This is an optimization exercise on Yosys and OpenROAD, whose aim is a short achievable clock period and few clock cycles, not a production implementation. Function was checked by simulation only, so behaviour that the tests miss may differ from the original. Power is estimated from default activity; no workload was simulated.

==> design.v <==
module goemu_core #(
    parameter [31:0] MEM_SIZE = 32'd46416
) (
    input  wire        clk,
    input  wire        rst,           
    output reg         mem_valid,
    output reg         mem_we,
    output reg  [13:0] mem_addr,      
    output reg  [3:0]  mem_wstrb,
    output reg  [31:0] mem_wdata,
    input  wire        mem_ready,
    input  wire [31:0] mem_rdata,
    output wire        halted,
    output wire        faulted,
    output wire [1:0]  fault_cause,   
    output wire [31:0] pc_out,
    input  wire [4:0]  dbg_raddr,
    output wire [31:0] dbg_rdata
);
    localparam [1:0] F_NONE = 2'd0, F_UNKNOWN = 2'd1, F_UNALIGNED = 2'd2, F_OOB = 2'd3;
    localparam       CB = 5;                  
    localparam       CN = 1 << CB;
    function [32:0] add32(input [31:0] a, input [31:0] b, input cin);
        reg [31:0] g, p, gg, pp, gn, pn;
        integer i, d;
        begin
            g  = a & b;
            p  = a ^ b;
            gg = g;
            pp = p;
            gg[0] = g[0] | (p[0] & cin);
            for (d = 1; d < 32; d = d * 2) begin
                gn = gg;
                pn = pp;
                for (i = d; i < 32; i = i + 1) begin
                    gn[i] = gg[i] | (pp[i] & gg[i-d]);
                    pn[i] = pp[i] & pp[i-d];
                end
                gg = gn;
                pp = pn;
            end
            add32 = {gg[31], p ^ {gg[30:0], cin}};
        end
    endfunction
    function geu32(input [31:0] a, input [31:0] b);
        reg [32:0] t;
        begin
            t = add32(a, ~b, 1'b1);
            geu32 = t[32];
        end
    endfunction
    function lts32(input [31:0] a, input [31:0] b);
        begin
            lts32 = (a[31] != b[31]) ? a[31] : !geu32(a, b);
        end
    endfunction
    reg        stopped;           
    reg        halt_r;
    reg [1:0]  cause_r;
    reg [31:0] stop_pc;
    reg [31:0] regs [1:31];
    reg        ex_valid;
    reg [31:0] ir;
    reg [31:0] ex_pc;
    reg [31:0] ex_pc4;
    reg [15:0] ex_tgt_lo;         
    reg [31:0] ex_toff;           
    reg [31:0] ex_imm;            
    reg [31:0] opa, opb;          
    reg        c_eqh, c_eql, c_lth, c_ltl;    
    reg [15:0] ex_jt_lo;          
    reg        ex_jt_c, ex_jt_s;  
    reg        ex_fmis, ex_foob;  
    reg        ex_ill;            
    reg        ex_ecall;          
    reg        ex_lui, ex_auipc, ex_jal, ex_jalr, ex_br, ex_ld, ex_st, ex_alu, ex_op;
    reg        ex_wr;             
    reg        ex_rs2u;           
    reg [31:0] ex_pc8;
    reg        ex1_valid;
    reg [31:0] ir1;
    reg [31:0] ex1_imm;
    reg [31:0] opa1, opb1;
    reg        ex1_lui, ex1_auipc, ex1_alu, ex1_op, ex1_wr, ex1_rs2u;
    reg [31:0] nf_pc;
    reg        mem_busy;
    reg        m_store;
    reg [13:0] m_addr;
    reg [13:0] m_addr_m1;         
    reg [3:0]  m_strb;
    reg [31:0] m_wdata;
    reg [4:0]  m_rd;
    reg        m_wr;              
    reg [2:0]  m_f3;
    reg [1:0]  m_lane;
    reg [CN-1:0]    c_valid;
    reg [13-CB:0]   c_tag  [0:CN-1];
    reg [31:0]      c_data [0:CN-1];
    assign halted      = halt_r | (!stopped && ex_valid && !mem_busy && ex_ecall && !ex_fmis && !ex_foob);
    assign faulted     = (cause_r != F_NONE);
    assign fault_cause = cause_r;
    assign pc_out      = stopped ? stop_pc : ex_pc;
    reg [31:0] dbg_or;
    integer k;
    always @(*) begin
        dbg_or = 32'd0;
        for (k = 1; k < 32; k = k + 1)
            dbg_or = dbg_or | ({32{dbg_raddr == k}} & regs[k]);
    end
    assign dbg_rdata = dbg_or;
    wire [4:0]  rd  = ir[11:7];
    wire [2:0]  f3  = ir[14:12];
    wire [4:0]  rs1 = ir[19:15];
    wire [4:0]  rs2 = ir[24:20];
    wire [32:0] sum_c = add32(opa, ex_imm, 1'b0);
    wire [31:0] sum_i = sum_c[31:0];
    wire [31:0] alu_b = ex_op ? opb : ex_imm;
    wire [4:0]  shamt = alu_b[4:0];
    wire        sub   = ex_op & ir[30];
    wire [32:0] addsub_c = add32(opa, sub ? ~opb : alu_b, sub);
    wire [31:0] addsub = addsub_c[31:0];
    reg [31:0] alu_out;
    always @(*) begin
        case (f3)
            3'b000: alu_out = addsub;
            3'b001: alu_out = opa << shamt;
            3'b010: alu_out = {31'd0, lts32(opa, alu_b)};
            3'b011: alu_out = {31'd0, !geu32(opa, alu_b)};
            3'b100: alu_out = opa ^ alu_b;
            3'b101: alu_out = ir[30] ? $unsigned($signed(opa) >>> shamt) : opa >> shamt;
            3'b110: alu_out = opa | alu_b;
            default: alu_out = opa & alu_b;
        endcase
    end
    wire [31:0] ex_res = ex_alu   ? alu_out :
                         ex_lui   ? ex_imm  :
                         ex_auipc ? ex_tgt  : ex_pc4;
    wire [32:0] tgt_c  = add32(ex_pc, ex_toff, 1'b0);
    wire [31:0] ex_tgt = {tgt_c[31:16], ex_tgt_lo};
    wire [32:0] jth_c  = add32({16'd0, opa[31:16]}, {16'd0, {16{ex_jt_s}}}, ex_jt_c);
    wire [31:0] ex_jtgt = {jth_c[15:0], ex_jt_lo[15:1], 1'b0};
    wire        br_eq  = c_eqh & c_eql;
    wire        br_ltu = c_lth | (c_eqh & c_ltl);
    wire        br_lts = (opa[31] != opb[31]) ? opa[31] : br_ltu;
    reg ex_taken;
    always @(*) begin
        case (f3)
            3'b000:  ex_taken = br_eq;
            3'b001:  ex_taken = !br_eq;
            3'b100:  ex_taken = br_lts;
            3'b101:  ex_taken = !br_lts;
            3'b110:  ex_taken = br_ltu;
            default: ex_taken = !br_ltu;
        endcase
    end
    wire [4:0]  rd1  = ir1[11:7];
    wire [2:0]  f31  = ir1[14:12];
    wire [4:0]  rs11 = ir1[19:15];
    wire [4:0]  rs21 = ir1[24:20];
    wire [31:0] alu1_b = ex1_op ? opb1 : ex1_imm;
    wire [4:0]  shamt1 = alu1_b[4:0];
    wire        sub1   = ex1_op & ir1[30];
    wire [32:0] addsub1_c = add32(opa1, sub1 ? ~opb1 : alu1_b, sub1);
    wire [31:0] addsub1 = addsub1_c[31:0];
    reg [31:0] alu1_out;
    always @(*) begin
        case (f31)
            3'b000: alu1_out = addsub1;
            3'b001: alu1_out = opa1 << shamt1;
            3'b010: alu1_out = {31'd0, lts32(opa1, alu1_b)};
            3'b011: alu1_out = {31'd0, !geu32(opa1, alu1_b)};
            3'b100: alu1_out = opa1 ^ alu1_b;
            3'b101: alu1_out = ir1[30] ? $unsigned($signed(opa1) >>> shamt1) : opa1 >> shamt1;
            3'b110: alu1_out = opa1 | alu1_b;
            default: alu1_out = opa1 & alu1_b;
        endcase
    end
    wire [32:0] auipc1_c = add32(ex_pc4, ex1_imm, 1'b0);
    wire [31:0] ex1_res = ex1_alu ? alu1_out :
                          ex1_lui ? ex1_imm  : auipc1_c[31:0];
    wire        ea_mis = (f3[1:0] == 2'b01) ? sum_i[0] :
                         (f3[1:0] == 2'b10) ? (sum_i[1:0] != 2'b00) : 1'b0;
    wire        ea_oob = (sum_i >= MEM_SIZE);
    wire        ex_dfault = ex_fmis | ex_foob | ex_ill;    
    wire        ex_ls     = ex_ld | ex_st;
    wire        ex_stop   = ex_dfault | ex_ecall | (ex_ls & (ea_mis | ea_oob));
    wire        ld_hz0  = m_wr && ((rs1 == m_rd) || (ex_rs2u && rs2 == m_rd) || (ex_wr && rd == m_rd));
    wire        ld_hz1  = m_wr && ex1_valid &&
                          ((rs11 == m_rd) || (ex1_rs2u && rs21 == m_rd) || (ex1_wr && rd1 == m_rd));
    wire        ld_hz   = ld_hz0 || ld_hz1;
    wire        st_hits_ex = m_store &&
                             (((ex_pc[31:16] == 16'd0) && (ex_pc[15:2] == m_addr)) ||
                              (ex1_valid && (ex_pc4[31:16] == 16'd0) && (ex_pc4[15:2] == m_addr)));
    wire        ov_ok   = !ex_dfault && !ex_ecall && !ld_hz && !st_hits_ex && (!ex_ls || mem_ready);
    wire        ex_go   = !stopped && ex_valid && (!mem_busy || ov_ok);
    wire        ex_hold = ex_valid && !ex_go;
    wire [31:0] f_pc = !ex_valid ? nf_pc :
                       (ex_jal | (ex_br & ex_taken)) ? ex_tgt :
                       ex_jalr ? ex_jtgt :
                       ex1_valid ? ex_pc8 : ex_pc4;
    wire [31:0] st_data = (f3[1:0] == 2'b00) ? {4{opb[7:0]}} :
                          (f3[1:0] == 2'b01) ? {2{opb[15:0]}} : opb;
    wire [3:0]  st_strb = (f3[1:0] == 2'b00) ? (4'b0001 << sum_i[1:0]) :
                          (f3[1:0] == 2'b01) ? (4'b0011 << sum_i[1:0]) : 4'b1111;
    always @(*) begin
        mem_valid = !stopped;
        mem_we    = mem_busy & m_store;
        mem_addr  = mem_busy ? m_addr : f_pc[15:2];
        mem_wstrb = m_strb;
        mem_wdata = m_wdata;
    end
    wire [CB-1:0]  c_idx   = f_pc[CB+1:2];
    wire [31:0]    c_word  = c_data[c_idx];
    wire           c_hit   = c_valid[c_idx] && (c_tag[c_idx] == f_pc[15:CB+2]) &&
                             !(m_store && f_pc[15:2] == m_addr);
    wire           f_port  = !mem_busy;
    wire           f_ok    = f_port ? mem_ready : c_hit;
    wire [31:0]    d       = f_port ? mem_rdata : c_word;
    wire [CB-1:0]  c_idx1  = c_idx + 1'b1;
    wire [31:0]    d1      = c_data[c_idx1];
    wire           c_hit1  = c_valid[c_idx1] && (c_tag[c_idx1] == f_pc[15:CB+2]) &&
                             (c_idx != {CB{1'b1}}) &&
                             !(mem_busy && m_store && f_pc[15:2] == m_addr_m1);
    wire [6:0]  d_opc = d[6:0];
    wire [2:0]  d_f3  = d[14:12];
    wire [6:0]  d_f7  = d[31:25];
    wire d_lui    = (d_opc == 7'b0110111);
    wire d_auipc  = (d_opc == 7'b0010111);
    wire d_jal    = (d_opc == 7'b1101111);
    wire d_jalr   = (d_opc == 7'b1100111);
    wire d_br     = (d_opc == 7'b1100011);
    wire d_ld     = (d_opc == 7'b0000011);
    wire d_st     = (d_opc == 7'b0100011);
    wire d_opimm  = (d_opc == 7'b0010011);
    wire d_op     = (d_opc == 7'b0110011);
    wire d_fence  = (d_opc == 7'b0001111);
    wire d_sys    = (d_opc == 7'b1110011);
    wire d_ecall  = (d == 32'h00000073) || (d == 32'h00100073);
    reg d_legal;
    always @(*) begin
        case (1'b1)
            d_lui, d_auipc, d_jal: d_legal = 1'b1;
            d_jalr:   d_legal = (d_f3 == 3'b000);
            d_br:     d_legal = (d_f3 != 3'b010) && (d_f3 != 3'b011);
            d_ld:     d_legal = (d_f3 == 3'b000) || (d_f3 == 3'b001) || (d_f3 == 3'b010) ||
                                (d_f3 == 3'b100) || (d_f3 == 3'b101);
            d_st:     d_legal = (d_f3 == 3'b000) || (d_f3 == 3'b001) || (d_f3 == 3'b010);
            d_opimm:  d_legal = (d_f3 == 3'b001) ? (d_f7 == 7'b0000000) :
                                (d_f3 == 3'b101) ? ((d_f7 == 7'b0000000) || (d_f7 == 7'b0100000)) :
                                1'b1;
            d_op:     d_legal = (d_f7 == 7'b0000000) ||
                                ((d_f7 == 7'b0100000) && ((d_f3 == 3'b000) || (d_f3 == 3'b101)));
            d_fence:  d_legal = (d_f3 == 3'b000);
            d_sys:    d_legal = d_ecall;
            default:  d_legal = 1'b0;
        endcase
    end
    wire [31:0] d_imm_i = {{20{d[31]}}, d[31:20]};
    wire [31:0] d_imm_s = {{20{d[31]}}, d[31:25], d[11:7]};
    wire [31:0] d_imm_b = {{19{d[31]}}, d[31], d[7], d[30:25], d[11:8], 1'b0};
    wire [31:0] d_imm_u = {d[31:12], 12'd0};
    wire [31:0] d_imm_j = {{11{d[31]}}, d[31], d[19:12], d[20], d[30:21], 1'b0};
    wire [31:0] d_imm   = d_st ? d_imm_s : (d_lui | d_auipc) ? d_imm_u : d_imm_i;
    wire [31:0] d_toff  = d_jal ? d_imm_j : d_auipc ? d_imm_u : d_imm_b;
    wire [15:0] d_tgt_lo = f_pc[15:0] + d_toff[15:0];
    wire [32:0] f_pc4_c = add32(f_pc, 32'd4, 1'b0);
    wire [32:0] f_pc8_c = add32(f_pc, 32'd8, 1'b0);
    wire        d_wr    = (d_lui | d_auipc | d_jal | d_jalr | d_ld | d_opimm | d_op) && (d[11:7] != 5'd0);
    wire        f_mis   = (f_pc[1:0] != 2'b00);
    wire        f_oob   = (f_pc >= MEM_SIZE);
    wire        f_oob1  = (f_pc >= MEM_SIZE - 32'd4);
    wire [6:0]  d1_opc   = d1[6:0];
    wire        d1_lui   = (d1_opc == 7'b0110111);
    wire        d1_auipc = (d1_opc == 7'b0010111);
    wire        d1_opimm = (d1_opc == 7'b0010011);
    wire        d1_op    = (d1_opc == 7'b0110011);
    wire [2:0]  d1_f3    = d1[14:12];
    wire [6:0]  d1_f7    = d1[31:25];
    wire        d1_legal = d1_lui | d1_auipc |
                           (d1_opimm && ((d1_f3 == 3'b001) ? (d1_f7 == 7'b0000000) :
                                         (d1_f3 == 3'b101) ? ((d1_f7 == 7'b0000000) || (d1_f7 == 7'b0100000)) :
                                         1'b1)) |
                           (d1_op && ((d1_f7 == 7'b0000000) ||
                                      ((d1_f7 == 7'b0100000) && ((d1_f3 == 3'b000) || (d1_f3 == 3'b101)))));
    wire        d1_wr    = d1[11:7] != 5'd0;
    wire [31:0] d1_imm   = (d1_lui | d1_auipc) ? {d1[31:12], 12'd0} : {{20{d1[31]}}, d1[31:20]};
    wire        d0_ok    = d_legal && (d_opimm | d_op | d_lui | d_auipc | d_ld | d_st | d_fence);
    wire [4:0]  d_rd     = d[11:7];
    wire        d_dep    = d_wr && (((d1_opimm | d1_op) && d1[19:15] == d_rd) ||
                                    (d1_op && d1[24:20] == d_rd) || (d1[11:7] == d_rd));
    wire        pair     = c_hit1 && d0_ok && d1_legal && !d_dep && !f_mis && !f_oob1;
    wire [31:0] ld_shift = mem_rdata >> {m_lane, 3'b000};
    reg  [31:0] load_val;
    always @(*) begin
        case (m_f3)
            3'b000:  load_val = {{24{ld_shift[7]}}, ld_shift[7:0]};
            3'b001:  load_val = {{16{ld_shift[15]}}, ld_shift[15:0]};
            3'b100:  load_val = {24'd0, ld_shift[7:0]};
            3'b101:  load_val = {16'd0, ld_shift[15:0]};
            default: load_val = ld_shift;
        endcase
    end
    wire        we_a = !stopped && mem_busy && m_wr && mem_ready;
    wire        we_b = ex_go && ex_wr && !ex_ld && !ex_dfault;
    wire        st_self1 = ex_st && (sum_i[31:2] == ex_pc4[31:2]);
    wire        ex1_go   = ex_go && ex1_valid && !ex_stop && !st_self1;
    wire        we_b1    = ex1_go && ex1_wr;
    integer i;
    always @(posedge clk) begin
        if (rst) begin
            for (i = 1; i < 32; i = i + 1)
                regs[i] <= 32'd0;
        end else begin
            for (i = 1; i < 32; i = i + 1) begin
                if (we_b1 && rd1 == i)
                    regs[i] <= ex1_res;
                else if (we_b && rd == i)
                    regs[i] <= ex_res;
                else if (we_a && m_rd == i)
                    regs[i] <= load_val;
            end
        end
    end
    function [31:0] rf_fwd(input [4:0] r);
        begin
            if (r == 5'd0)                rf_fwd = 32'd0;
            else if (we_a && m_rd == r)   rf_fwd = load_val;
            else if (we_b1 && rd1 == r)   rf_fwd = ex1_res;
            else if (we_b && rd == r)     rf_fwd = ex_res;
            else                          rf_fwd = regs[r];
        end
    endfunction
    function [31:0] hold_fwd(input [4:0] r, input [31:0] v);
        begin
            hold_fwd = (we_a && m_rd == r) ? load_val : v;
        end
    endfunction
    wire [31:0] opa_n    = ex_hold ? hold_fwd(rs1, opa)   : rf_fwd(d[19:15]);
    wire [31:0] opb_n    = ex_hold ? hold_fwd(rs2, opb)   : rf_fwd(d[24:20]);
    wire [31:0] opa1_n   = ex_hold ? hold_fwd(rs11, opa1) : rf_fwd(d1[19:15]);
    wire [31:0] opb1_n   = ex_hold ? hold_fwd(rs21, opb1) : rf_fwd(d1[24:20]);
    wire [31:0] imm_sel  = ex_hold ? ex_imm : d_imm;
    wire [16:0] jlo_n    = {1'b0, opa_n[15:0]} + {1'b0, imm_sel[15:0]};
    always @(posedge clk) begin
        opa      <= opa_n;
        opb      <= opb_n;
        opa1     <= opa1_n;
        opb1     <= opb1_n;
        c_eqh    <= (opa_n[31:16] == opb_n[31:16]);
        c_eql    <= (opa_n[15:0]  == opb_n[15:0]);
        c_lth    <= (opa_n[31:16] <  opb_n[31:16]);
        c_ltl    <= (opa_n[15:0]  <  opb_n[15:0]);
        ex_jt_lo <= jlo_n[15:0];
        ex_jt_c  <= jlo_n[16];
        ex_jt_s  <= imm_sel[31];
    end
    always @(posedge clk) begin
        if (rst) begin
            stopped  <= 1'b0;
            halt_r   <= 1'b0;
            cause_r  <= F_NONE;
            stop_pc  <= 32'd0;
            ex_valid <= 1'b0;
            ex1_valid <= 1'b0;
            nf_pc    <= 32'd0;
            mem_busy <= 1'b0;
        end else if (!stopped) begin
            if (mem_busy && mem_ready)
                mem_busy <= 1'b0;
            if (ex_go) begin
                if (ex_stop) begin
                    stopped <= 1'b1;
                    stop_pc <= ex_pc;
                    if (ex_fmis)       cause_r <= F_UNALIGNED;
                    else if (ex_foob)  cause_r <= F_OOB;
                    else if (ex_ill)   cause_r <= F_UNKNOWN;
                    else if (ex_ecall) halt_r  <= 1'b1;
                    else if (ea_mis)   cause_r <= F_UNALIGNED;
                    else               cause_r <= F_OOB;
                end else if (ex_ls) begin
                    mem_busy <= 1'b1;
                end
            end
            if (ex_hold) begin
                if (mem_busy && mem_ready && st_hits_ex) begin
                    ex_valid  <= 1'b0;
                    ex1_valid <= 1'b0;
                    nf_pc     <= ex_pc;
                end
            end else if (ex_go && ex1_valid && st_self1) begin
                ex_valid  <= 1'b0;
                ex1_valid <= 1'b0;
                nf_pc     <= ex_pc4;
            end else if (f_ok) begin
                ex_valid  <= 1'b1;
                ex1_valid <= pair;
            end else begin
                ex_valid  <= 1'b0;
                ex1_valid <= 1'b0;
                nf_pc     <= f_pc;
            end
        end
    end
    wire capture = !ex_hold;
    always @(posedge clk) begin
        if (capture) begin
            ir       <= d;
            ex_pc    <= f_pc;
            ex_pc4   <= f_pc4_c[31:0];
            ex_tgt_lo <= d_tgt_lo;
            ex_toff  <= d_toff;
            ex_imm   <= d_imm;
            ex_fmis  <= f_mis;
            ex_foob  <= f_oob;
            ex_ill   <= !d_legal;
            ex_ecall <= d_ecall;
            ex_lui   <= d_lui;
            ex_auipc <= d_auipc;
            ex_jal   <= d_jal;
            ex_jalr  <= d_jalr;
            ex_br    <= d_br;
            ex_ld    <= d_ld;
            ex_st    <= d_st;
            ex_alu   <= d_opimm | d_op;
            ex_op    <= d_op;
            ex_wr    <= d_wr;
            ex_rs2u  <= d_op | d_br | d_st;
            ex_pc8   <= f_pc8_c[31:0];
            ir1       <= d1;
            ex1_imm   <= d1_imm;
            ex1_lui   <= d1_lui;
            ex1_auipc <= d1_auipc;
            ex1_alu   <= d1_opimm | d1_op;
            ex1_op    <= d1_op;
            ex1_wr    <= d1_wr;
            ex1_rs2u  <= d1_op;
        end
    end
    always @(posedge clk) begin
        if (!mem_busy || mem_ready) begin
            m_store <= ex_st;
            m_addr  <= sum_i[15:2];
            m_addr_m1 <= sum_i[15:2] - 14'd1;
            m_strb  <= ex_st ? st_strb : 4'b0000;
            m_wdata <= st_data;
            m_rd    <= rd;
            m_wr    <= ex_ld && (rd != 5'd0);
            m_f3    <= f3;
            m_lane  <= sum_i[1:0];
        end
    end
    integer j;
    always @(posedge clk) begin
        if (rst) begin
            c_valid <= {CN{1'b0}};
        end else if (!stopped) begin
            if (f_port && mem_ready) begin
                c_valid[c_idx] <= 1'b1;
            end else if (mem_busy && m_store && mem_ready &&
                         c_tag[m_addr[CB-1:0]] == m_addr[13:CB]) begin
                c_valid[m_addr[CB-1:0]] <= 1'b0;
            end
        end
    end
    always @(posedge clk) begin
        if (!stopped && f_port && mem_ready) begin
            c_tag[c_idx]  <= f_pc[15:CB+2];
            c_data[c_idx] <= mem_rdata;
        end
    end
endmodule
==> flow/run.sh <==
#!/bin/bash
set -euo pipefail
bash standard.sh SETUP_SLACK_MARGIN=6.5 finish > standard_flow.log 2>&1
==> standard.sh <==
#!/bin/bash
# synth_recipe.tcl (not shown) runs the flow's synth.tcl, then flattens the netlist and writes it again
# the make line also repeats each setting of config.mk as NAME=value (left out here)
make -C /OpenROAD-flow-scripts/flow DESIGN_CONFIG=/design/flow/config.mk WORK_HOME=/design/flow/orfs CLKGATE_MAP_FILE= SYNTH_SCRIPT=/design/flow/synth_recipe.tcl "${@:-finish}"
==> config.mk <==
export PLATFORM = sky130hd
export DESIGN_NAME = goemu_core
export DESIGN_NICKNAME = goemu_core
export VERILOG_FILES = /design/flow/design.v
export SDC_FILE = /design/flow/constraint.sdc
export NUM_CORES = 4
export LEC_CHECK = 0
export CAP_MARGIN = 40
export CORE_MARGIN = 2
export CORE_UTILIZATION = 30
export PLACE_DENSITY = 0.5
export SLEW_MARGIN = 30
==> constraint.sdc <==
create_clock -name core_clock -period 13.0 [get_ports {clk}]
set_input_delay 2.6000 -clock core_clock [delete_from_list [all_inputs] [get_ports {clk}]]
set_output_delay 2.6000 -clock core_clock [all_outputs]
set_load 0.01 [all_outputs]
==> run summary <==
- The TritonCTS sink count is 2893.
- The first error in the log reads "[ERROR GRT-0232] Routing congestion too high. Check the congestion heatmap in the GUI".
- The initial utilization of the core area, before any placement, comes to about 30%.
- The half-perimeter wire length of the detailed placement result is approximately 1300000 um.
- Sorting the synthesized cells by area gives the leading types as sky130_fd_sc_hd__edfxtp_1 (25%), sky130_fd_sc_hd__dfxtp_1 (12%), sky130_fd_sc_hd__a211oi_1 (9.4%).
- Of the synthesized area, sequential elements account for about 37%.
- By count the netlist is led by sky130_fd_sc_hd__a211oi_1 (2524), sky130_fd_sc_hd__nor2_1 (2283), sky130_fd_sc_hd__nand2_1 (2242), sky130_fd_sc_hd__clkbuf_1 (1862), sky130_fd_sc_hd__edfxtp_1 (1693).
- The cell type contributing the most total cell area after synthesis is sky130_fd_sc_hd__edfxtp_1.
- The post-synth net total is between 20000 and 25000.
- The area of the mapped netlist is around 200000 sq um.
- The dominant register cell in the synthesized netlist is sky130_fd_sc_hd__edfxtp_1.
- The proportion of synthesized area in mux cells is between 8 and 9%.
- The H-tree was split into 5 levels.
- In this run the clock root is driven by a sky130_fd_sc_hd__clkbuf_16.
- The clock tree buffer depth is 4.
- The die is approximately 820 um wide.
- Global routing used between 50% and 60% of the available tracks across all layers.
- After clock tree synthesis, the flow added hold-fix buffers numbering 0.
- The placed instances occupy a cell area of roughly 220000 sq um.
- Port buffering added between 150 and 200 buffers.
- The main combinational cell family by area after synthesis is compound AO/OA/AOI/OAI gates.
- The compound-cell area share of the yosys netlist is between 20% and 30%.
- TritonCTS created 360 clock buffers.
- The congestion estimate from routability-driven global placement came to 1.133.
- The stage where the run came to a stop is global routing.
- The flow did not finish.
- The overall die height is just over 800 um.
- The top cell type's share of synthesized area is around a quarter.
- During I/O placement, the number of pins put on the boundary was 160.
- The number of flops mapped to enable cells by yosys is ~1700.
- Synthesis produced roughly 23000 cells.
- The post-synthesis share of cell area spent on full adders, half adders and majority gates is 2.773%.
- In this run the core area contains roughly 300 standard-cell rows.
- The count of distinct cell types in the synthesized netlist is 121.
- The synthesized netlist devotes roughly 2% of its cell area to XOR and XNOR gates.
- sky130_fd_sc_hd__a211oi_1 is the most common cell in the netlist.
- After synthesis the netlist holds a flip-flop and latch count of between 2000 and 3000.
- The fraction of synthesis flops using an asynchronous set or reset pin is 0%.
- Summed over all layers, the global routing overflow is 1.
- During synthesis, Yosys emitted a total of 34 warnings.
- In this run the mean area of a mapped cell was slightly below 9 sq um.
- The pin count of the biggest net entering global routing is between 150 and 200.
- Of the total synthesized cell area, the portion taken by AND, OR, NAND and NOR gates is ~15%.
## kinds of logic after synthesis
group / Yosys count
AO/OA/AOI/OAI: 8228
XOR/XNOR: 457
adder cells (fa/ha/maj): 443
buffers and inverters: 2776
flip-flops: 2893
multiplexers: 1077
AND/OR/NAND/NOR: 6774
## per-stage QoR
stage,instances,utilization (%),worst slack [ns]
detailed placement,31026,33.39,1.817
floorplan,22648,-,5.584
CTS,32876,39.06,4.709
global placement,30866,32.96,1.101
## layer usage
metal  track usage [%]  overflow
met2             73.10         1
met1             63.67         0
met5             23.03         0
met3             39.91         0
met4             52.59         0
## power by group through the flow
stage | combinational, mW | sequential (mW) | clock, mW
2_1_floorplan | 23.9 | 11.9 | 0
4_1_cts | 59.5 | 12.5 | 10.5
3_5_place_dp | 48.0 | 12.6 | 0
3_3_place_gp | 47.5 | 12.7 | 0
## how the worst min path moves through the flow
stage | from | end | slack (ns)
floorplan | ir[8]$_DFFE_PN_ | m_rd[1]$_DFFE_PN_ | 0.42
global placement | nf_pc[30]$_SDFFE_PP0P_ | nf_pc[30]$_SDFFE_PP0P_ | 0.44
detailed placement | nf_pc[29]$_SDFFE_PP0P_ | nf_pc[29]$_SDFFE_PP0P_ | 0.44
CTS | nf_pc[29]$_SDFFE_PP0P_ | nf_pc[29]$_SDFFE_PP0P_ | 0.45
## what timing repair did
action | CTS
gates cloned | 150
setup buffers | 1046
gates resized for setup | 2877
setup endpoints to repair | 2169
pin swaps | 743
Testbench counts, summed over its fixed seeds: cycles 58,559.
